Source: an optimization exercise on an open RTL-to-GDS flow (aim: small area, a short achievable clock period and few clock cycles per item). Production flows keep margins and buffers that such runs may drop.
Function was checked by simulation only, so behaviour that the tests miss may differ from the original.
Power is estimated from default activity; no workload was simulated.

== garnet ==
// rdm_responder
module rdm_responder (
    input  wire        clk,
    input  wire        rst,            
    input  wire [47:0] own_uid,        
    input  wire        rx_valid,
    input  wire [7:0]  rx_data,
    input  wire        rx_last,
    output reg         rx_ready,
    output reg         tx_valid,
    output reg  [7:0]  tx_data,
    output reg         tx_last,
    output reg         tx_break,
    input  wire        tx_ready,
    output reg         mute_line,
    output reg         mute_evt,
    output reg         identify_line,
    output reg         identify_evt
);
Size in the first run: roughly 2400 cells after synthesis, roughly 830 flip-flops, ~77 I/O pins, ~29000 µm² of cells after synthesis.
export LEC_CHECK = 0
export CAP_MARGIN = 20
export CORE_MARGIN = 2
export CORE_UTILIZATION = 70
export CTS_CLUSTER_DIAMETER = 80
export CTS_CLUSTER_SIZE = 30
export PLACE_DENSITY = 0.85
export SLEW_MARGIN = 20
create_clock -name core_clock -period 10.0 [get_ports {clk}]
standard.sh (not shown) runs the stock make flow with config.mk's settings and CLKGATE_MAP_FILE= SYNTH_SCRIPT=/design/flow/synth_recipe.tcl, a recipe that flattens the netlist after the stock synthesis.
==> flow/flow/run.sh <==
#!/bin/bash
# Standard layout (the standard.sh, unchanged), with timing repair asked
# for SETUP_SLACK_MARGIN ns of extra setup slack at the design's own clock,
# and the port buffers made with the plain buf_1 cell.
set -euo pipefail
cd "$(dirname "$0")/.."
export SETUP_SLACK_MARGIN=7.15
export BUFFER_PORTS_ARGS="-buffer_cell sky130_fd_sc_hd__buf_1"
bash standard.sh finish > flow_make.log 2>&1
garnet went all the way through the flow, and no timing, DRC or antenna check failed.
Testbench counts of garnet, summed over its fixed seeds: cycles 39,462, requests 1,280.
The following lists how zinc was set up differently from garnet:
-- flow/flow/run.sh --
<<< garnet, line 7
export SETUP_SLACK_MARGIN=7.15
>>> zinc, line 7
export SETUP_SLACK_MARGIN=6.95
[summary]
Clock buffer instance count of the final layout was higher in garnet than in zinc.
Between garnet and zinc, the combinational power share figures differ only marginally.
Part of the power in the clock network, garnet and zinc, higher one = garnet.
zinc: done, clean on timing, DRC and antenna
garnet completed; timing, DRC and antenna clean
Here is what was changed in the inputs of maple compared with zinc.
-- flow/flow/run.sh --
<<< zinc, line 7
export SETUP_SLACK_MARGIN=6.95
>>> maple, line 7
export SETUP_SLACK_MARGIN=7.0
==> comparison <==
Flip-flop and latch count: zinc vs maple identical
Routing usage on met2 delta (zinc -> maple): insignificant
Where routed wire length is concerned, zinc is better than maple.
As far as maximum fanout encountered on the critical timing path goes, maple and zinc are indistinguishable; the numbers are identical.
| signed area change from the synthesized netlist to the final layout | higher: maple |

* * *

Setup of job 101:
Another version of the RTL of rdm_responder (not shown whole).
Size: ~2300 cells after synthesis, about 820 flip-flops, ~29000 sq um of cells after synthesis.
clock: 10.0 ns
lec_check: 0
cap_margin: 20
core_margin: 2
core_utilization: 60
place_density: 0.75
slew_margin: 20
==> flow/flow/run.sh <==
#!/bin/bash
# Standard layout (the standard.sh, unchanged), with timing repair asked
# for $SETUP_SLACK_MARGIN ns of extra setup slack at the design's own clock.
set -euo pipefail
cd "$(dirname "$0")/.."
export SETUP_SLACK_MARGIN=7.0
bash standard.sh finish > flow_make.log 2>&1
Job 101: done, clean on timing, DRC and antenna
Testbench counts of job 101, summed over its fixed seeds: cycles 39,462, requests 1,280.
Edits applied to the flow inputs when going from job 101 to job 102:
Settings: CAP_MARGIN changed from 20 to 50; SLEW_MARGIN changed from 20 to 50.
diff --git a/flow/flow/run.sh b/flow/flow/run.sh
--- a/flow/flow/run.sh
+++ b/flow/flow/run.sh
@@ -6 +6 @@
-export SETUP_SLACK_MARGIN=7.0
+export SETUP_SLACK_MARGIN=6.5
- Job 102 reached the end of the flow, and the finished layout is clean on the timing, design-rule and antenna checks.
- Relative to job 101, register-to-register slack has gone down in job 102.
- [compare] base=job 101 new=job 102: worst setup slack went down by 0.14 ns; share of cell area taken by flip-flops and latches went up by 2.0 points.
- Job 101 reports its startpoint-to-endpoint class of the critical path as reg2out while job 102 reports reg2reg.
Input-level comparison between job 103 and job 102:
==> flow/run.sh (new file) <==
#!/bin/bash
# synth_recipe.tcl (not shown) runs the flow's synth.tcl, then flattens the netlist and writes it again
# the make line also repeats each setting of config.mk as NAME=value (left out here)
make -C /OpenROAD-flow-scripts/flow DESIGN_CONFIG=/design/flow/config.mk WORK_HOME=/design/flow/orfs CLKGATE_MAP_FILE= SYNTH_SCRIPT=/design/flow/synth_recipe.tcl finish
removed: flow/flow/run.sh
removed: flow/standard.sh
Notes after the runs:
Taking job 102 as the reference, in job 103 part of the power in combinational logic shows no meaningful change, final routed wire length divided by cell count shows no meaningful change, layout-stage area growth over the synthesis result shows a reduction of 0.57 points, clock skew shows no meaningful change.
Final routed wirelength across all metal layers: job 102 vs job 103, no meaningful difference
Final area: job 103 < job 102
Compared with job 102, in job 103 setup slack has decreased, number of setup violations in the final report has remained practically unchanged.
On register-to-register slack, job 102 beats job 103.
Job 102 -> job 103: post-route setup TNS flat
There was hardly any difference in number of enable-type register cells in the synthesized netlist between job 102 and job 103.

* * *

== red ==
RTL: one of the versions met above, not the one the previous note started from.
Size in the first run: roughly 2400 cells after synthesis, ~830 flip-flops, about 77 I/O pins, about 29000 um^2 of cells after synthesis.
==> flow/config.mk <==
export PLATFORM = sky130hd
export DESIGN_NAME = rdm_responder
export DESIGN_NICKNAME = rdm_responder
export VERILOG_FILES = /design/flow/design.v
export SDC_FILE = /design/flow/constraint.sdc
export NUM_CORES = 4
export LEC_CHECK = 0
export CAP_MARGIN = 20
export CORE_MARGIN = 2
export CORE_UTILIZATION = 70
export CTS_CLUSTER_DIAMETER = 80
export CTS_CLUSTER_SIZE = 30
export PLACE_DENSITY = 0.85
export SLEW_MARGIN = 20
==> flow/constraint.sdc <==
create_clock -name core_clock -period 10.0 [get_ports {clk}]
set_input_delay 2.0000 -clock core_clock [delete_from_list [all_inputs] [get_ports {clk}]]
set_output_delay 2.0000 -clock core_clock [all_outputs]
set_load 0.01 [all_outputs]
==> flow/flow/run.sh <==
#!/bin/bash
# Standard layout (the standard.sh, unchanged), with timing repair asked
# for SETUP_SLACK_MARGIN ns of extra setup slack at the design's own clock,
# the port buffers made with the plain buf_1 cell, and no dummy loads in CTS.
set -euo pipefail
cd "$(dirname "$0")/.."
export SETUP_SLACK_MARGIN=6.95
export BUFFER_PORTS_ARGS="-buffer_cell sky130_fd_sc_hd__buf_1"
export CTS_ARGS="-sink_clustering_enable -repair_clock_nets -sink_clustering_size 30 -sink_clustering_max_diameter 80 -dont_use_dummy_load"
bash standard.sh finish > flow_make.log 2>&1
Testbench counts of red, summed over its fixed seeds: cycles 39,462, requests 1,280.
Relative to red, the following input files were edited for blue:
# red
export LEC_CHECK = 0
export CAP_MARGIN = 20
export CORE_MARGIN = 2
export CORE_UTILIZATION = 70
export CTS_CLUSTER_DIAMETER = 80
export CTS_CLUSTER_SIZE = 30
export PLACE_DENSITY = 0.85
export SLEW_MARGIN = 20
create_clock -name core_clock -period 10.0 [get_ports {clk}]
# blue
export LEC_CHECK = 0
export CAP_MARGIN = 20
export CORE_MARGIN = 2
export CORE_UTILIZATION = 60
export CTS_CLUSTER_DIAMETER = 80
export CTS_CLUSTER_SIZE = 30
export PLACE_DENSITY = 0.75
export SLEW_MARGIN = 20
create_clock -name core_clock -period 10.0 [get_ports {clk}]
==> flow/flow/run.sh <==
#!/bin/bash
# Standard layout (the standard.sh, unchanged), with timing repair asked
# for SETUP_SLACK_MARGIN ns of extra setup slack at the design's own clock,
# and the port buffers made with the plain buf_1 cell.
set -euo pipefail
cd "$(dirname "$0")/.."
export SETUP_SLACK_MARGIN=7.0
export BUFFER_PORTS_ARGS="-buffer_cell sky130_fd_sc_hd__buf_1"
bash standard.sh finish > flow_make.log 2>&1
### Flow results
Vias per cell in blue is 5.6% lower than in red. Delta (blue minus red): routed length on met3 went down about 23%; via count went down 439; global-route track usage on met2 went down 9.5 points.

* * *

== job 6389 ==
rdm_responder again, from the RTL that the note above started with.
## rdm_responder
module rdm_responder (
    input  wire        clk,
    input  wire        rst,            
    input  wire [47:0] own_uid,        
    input  wire        rx_valid,
    input  wire [7:0]  rx_data,
    input  wire        rx_last,
    output reg         rx_ready,
    output reg         tx_valid,
    output reg  [7:0]  tx_data,
    output reg         tx_last,
    output reg         tx_break,
    input  wire        tx_ready,
    output reg         mute_line,
    output reg         mute_evt,
    output reg         identify_line,
    output reg         identify_evt
);
    function [5:0] inc6(input [5:0] a);
        inc6 = a ^ {&a[4:0], &a[3:0], &a[2:0], &a[1:0], a[0], 1'b1};
    endfunction
    function [5:0] dec6(input [5:0] a);
        dec6 = a ^ {~|a[4:0], ~|a[3:0], ~|a[2:0], ~|a[1:0], ~a[0], 1'b1};
    endfunction
    function [7:0] inc8(input [7:0] a);
        inc8 = a ^ {&a[6:0], &a[5:0], &a[4:0], &a[3:0], &a[2:0], &a[1:0], a[0], 1'b1};
    endfunction
    function cy8(input [7:0] a, input [7:0] b);
        reg [7:0] g, t;
        begin
            g = a & b;
            t = a | b;
            cy8 = g[7] | (t[7] & (g[6] | (t[6] & (g[5] | (t[5] & (g[4] |
                  (t[4] & (g[3] | (t[3] & (g[2] | (t[2] & (g[1] | (t[1] & g[0])))))))))))));
        end
    endfunction
    function ge8c(input [7:0] a, input [7:0] k);      
        integer i;
        reg r, e;
        begin
            r = 1'b0; e = 1'b1;
            for (i = 7; i >= 0; i = i - 1) begin
                if (!k[i]) r = r | (e & a[i]);
                e = e & ~(a[i] ^ k[i]);
            end
            ge8c = r | e;
        end
    endfunction
    function inr8(input [7:0] a, input [7:0] lo, input [7:0] hi);    
        inr8 = ge8c(a, lo) & ~ge8c(a, hi + 8'd1);
    endfunction
  ...
Settings: LEC_CHECK=0, CAP_MARGIN=20, CORE_MARGIN=2, CORE_UTILIZATION=60, CTS_CLUSTER_DIAMETER=80, CTS_CLUSTER_SIZE=30, PLACE_DENSITY=0.75, SLEW_MARGIN=20; clock period 10.0 ns.
==> flow/flow/run.sh <==
#!/bin/bash
# Standard layout (the standard.sh, unchanged), with timing repair asked
# for SETUP_SLACK_MARGIN ns of extra setup slack at the design's own clock,
# and the port buffers made with the plain buf_1 cell.
set -euo pipefail
cd "$(dirname "$0")/.."
export SETUP_SLACK_MARGIN=6.85
export BUFFER_PORTS_ARGS="-buffer_cell sky130_fd_sc_hd__buf_1"
bash standard.sh finish > flow_make.log 2>&1
Testbench counts of job 6389, summed over its fixed seeds: cycles 39,462, requests 1,280.
For job 9113, these inputs were changed with respect to job 6389:
Settings: CTS_CLUSTER_SIZE: 30 -> 26; CORE_UTILIZATION: 60 -> 70; PLACE_DENSITY: 0.75 -> 0.85; CTS_CLUSTER_DIAMETER: 80 -> 70.
==> flow/flow/run.sh <==
#!/bin/bash
# Standard layout (the standard.sh, unchanged), with timing repair asked
# for SETUP_SLACK_MARGIN ns of extra setup slack at the design's own clock,
# the port buffers made with the plain buf_1 cell, and no dummy loads in CTS.
set -euo pipefail
cd "$(dirname "$0")/.."
export SETUP_SLACK_MARGIN=6.95
export BUFFER_PORTS_ARGS="-buffer_cell sky130_fd_sc_hd__buf_1"
export CTS_ARGS="-sink_clustering_enable -repair_clock_nets -sink_clustering_size 26 -sink_clustering_max_diameter 70 -dont_use_dummy_load"
bash standard.sh finish > flow_make.log 2>&1
## What came out
Summary of job 9113 over job 6389: number of well-tap cells placed -83, met3 routed wirelength grew by about 50%, clock network fraction of design power fell by 0.9 points, total power draw lost about 1.1%. The higher worst hold slack across all endpoints of job 9113 and job 6389 is in job 6389. Diff job 9113 and job 6389: floorplan row count higher in job 6389. A beginning of the critical path of rx_ready is what job 6389 shows, while identify_evt belongs to job 9113. Re logic gate share of total power: job 9113 is 0.2 points up on job 6389. Between job 9113 and job 6389, first-pass GRT wire length is higher for job 9113, job 6389 comes in under that. Diff job 6389 -> job 9113 | combined area of the multi-input logic cells | increase of 0.66%. When job 9113 is measured against job 6389, its number of fillers in the final layout turns out about 30% lower. | end-of-flow core utilization | job 9113 vs job 6389 | 11 points higher |.
Changes in job 1753 relative to job 9113:
Settings: CTS_CLUSTER_SIZE changed from 26 to 24; PLACE_DENSITY changed from 0.85 to 0.75; CTS_CLUSTER_DIAMETER changed from 70 to 100; CORE_UTILIZATION changed from 70 to 60.
==> flow/flow/run.sh <==
#!/bin/bash
# Standard layout (the standard.sh, unchanged), with timing repair asked
# for SETUP_SLACK_MARGIN ns of extra setup slack at the design's own clock,
# and the port buffers made with the plain buf_1 cell.
set -euo pipefail
cd "$(dirname "$0")/.."
export SETUP_SLACK_MARGIN=7.0
export BUFFER_PORTS_ARGS="-buffer_cell sky130_fd_sc_hd__buf_1"
bash standard.sh finish > flow_make.log 2>&1
## What came out
Job 1753 reached the end of the flow, and the finished layout is clean on the timing, design-rule and antenna checks.
On count of multi-input gates, job 9113 tracks job 1753 almost exactly.
Design area, job 1753 vs job 9113: up slightly
The maximum frequency of job 1753 and that of job 9113 are within noise of each other.
Job 1753 against job 9113: post-detailed-routing wire length has decreased; proportion of power drawn by combinational gates level.
Reported for job 1753 and job 9113, final setup violation count turned out identical to the last digit.

* * *

Starting RTL as in the previous note.
clock: 10.0 ns
lec_check: 0
cap_margin: 20
core_margin: 2
core_utilization: 60
cts_cluster_diameter: 60
cts_cluster_size: 36
place_density: 0.75
slew_margin: 20
==> flow/flow/run.sh <==
#!/bin/bash
# Standard layout (the standard.sh, unchanged), with timing repair asked
# for SETUP_SLACK_MARGIN ns of extra setup slack at the design's own clock,
# and the port buffers made with the plain buf_1 cell.
set -euo pipefail
cd "$(dirname "$0")/.."
export SETUP_SLACK_MARGIN=7.0
export BUFFER_PORTS_ARGS="-buffer_cell sky130_fd_sc_hd__buf_1"
bash standard.sh finish > flow_make.log 2>&1
The baseline completed with no timing, DRC or antenna violations.
Testbench counts at the start, summed over its fixed seeds: cycles 39,462, requests 1,280.
==> next run, changes <==
Settings changed: ABC_AREA set to 1, CORE_UTILIZATION 60 to 70, CTS_CLUSTER_DIAMETER 60 to 80, CTS_CLUSTER_SIZE 36 to 30, PLACE_DENSITY 0.75 to 0.85.
Outcome: The changed run completed with no timing, DRC or antenna violations; combinational power rises by about 40%; power falls by 5.5%; die area falls by 16%; flip-flop and latch count does not change; utilization rises by 11 points; count of clock-buffer cells in the layout falls by 3; sequential power hardly moves; hold slack degrades by 0.0083 ns; global-route usage rises by 8.9 points; setup slack degrades by 0.14 ns; via count rises by about 9%.

[what the ideal ports hide]
Ports are ideal in the flow. The routed layouts listed here were re-timed in OpenROAD.
Step 1: set_driving_cell puts a clkbuf_16 on clk and a buf_2 on each other input, an assumption about the parent block.
Step 2 also shifts input and output timing later by t, the mid clock arrival at the registers, as if the neighbouring blocks saw the same clock.
Three values: ideal, step 1, step 2; two values: the first two.
| run | t, ns | setup WS [ns] | worst register clock-pin slew, ns | cell pins on the clock port's net |
|---|---|---|---|---|
| garnet | 0.651 | 6.905 / 6.839 / 6.643 | 0.11 / 0.11 | 1 |
| zinc | 0.635 | 6.916 / 6.857 / 6.571 | 0.11 / 0.11 | 1 |
| maple | 0.633 | 6.914 / 6.856 / 6.571 | 0.11 / 0.11 | 1 |
| job 101 | 0.669 | 6.714 / 6.657 / 6.441 | 0.07 / 0.07 | 1 |
| job 102 | 0.676 | 6.575 / 6.533 / 6.367 | 0.07 / 0.07 | 1 |
| job 103 | 0.676 | 5.830 / 5.830 / 5.830 | 0.07 / 0.07 | 1 |
| red | 0.619 | 6.919 / 6.860 / 6.581 | 0.11 / 0.11 | 1 |
| blue | 0.642 | 6.930 / 6.873 / 6.668 | 0.11 / 0.11 | 1 |
| job 6389 | 0.650 | 6.880 / 6.819 / 6.426 | 0.11 / 0.11 | 1 |
| job 9113 | 0.618 | 6.906 / 6.846 / 6.568 | 0.11 / 0.11 | 1 |
| job 1753 | 0.641 | 6.912 / 6.876 / 6.502 | 0.10 / 0.10 | 1 |
| the first run of note 5 | 0.659 | 6.895 / 6.838 / 6.644 | 0.12 / 0.12 | 1 |
| the second run of note 5 | 0.665 | 6.758 / 6.758 / 6.758 | 0.12 / 0.12 | 1 |
After both steps every run listed still meets setup and hold. The setup slack of job 6389, which loses most, moves by -0.061 ns with the drivers and by -0.454 ns with both steps.
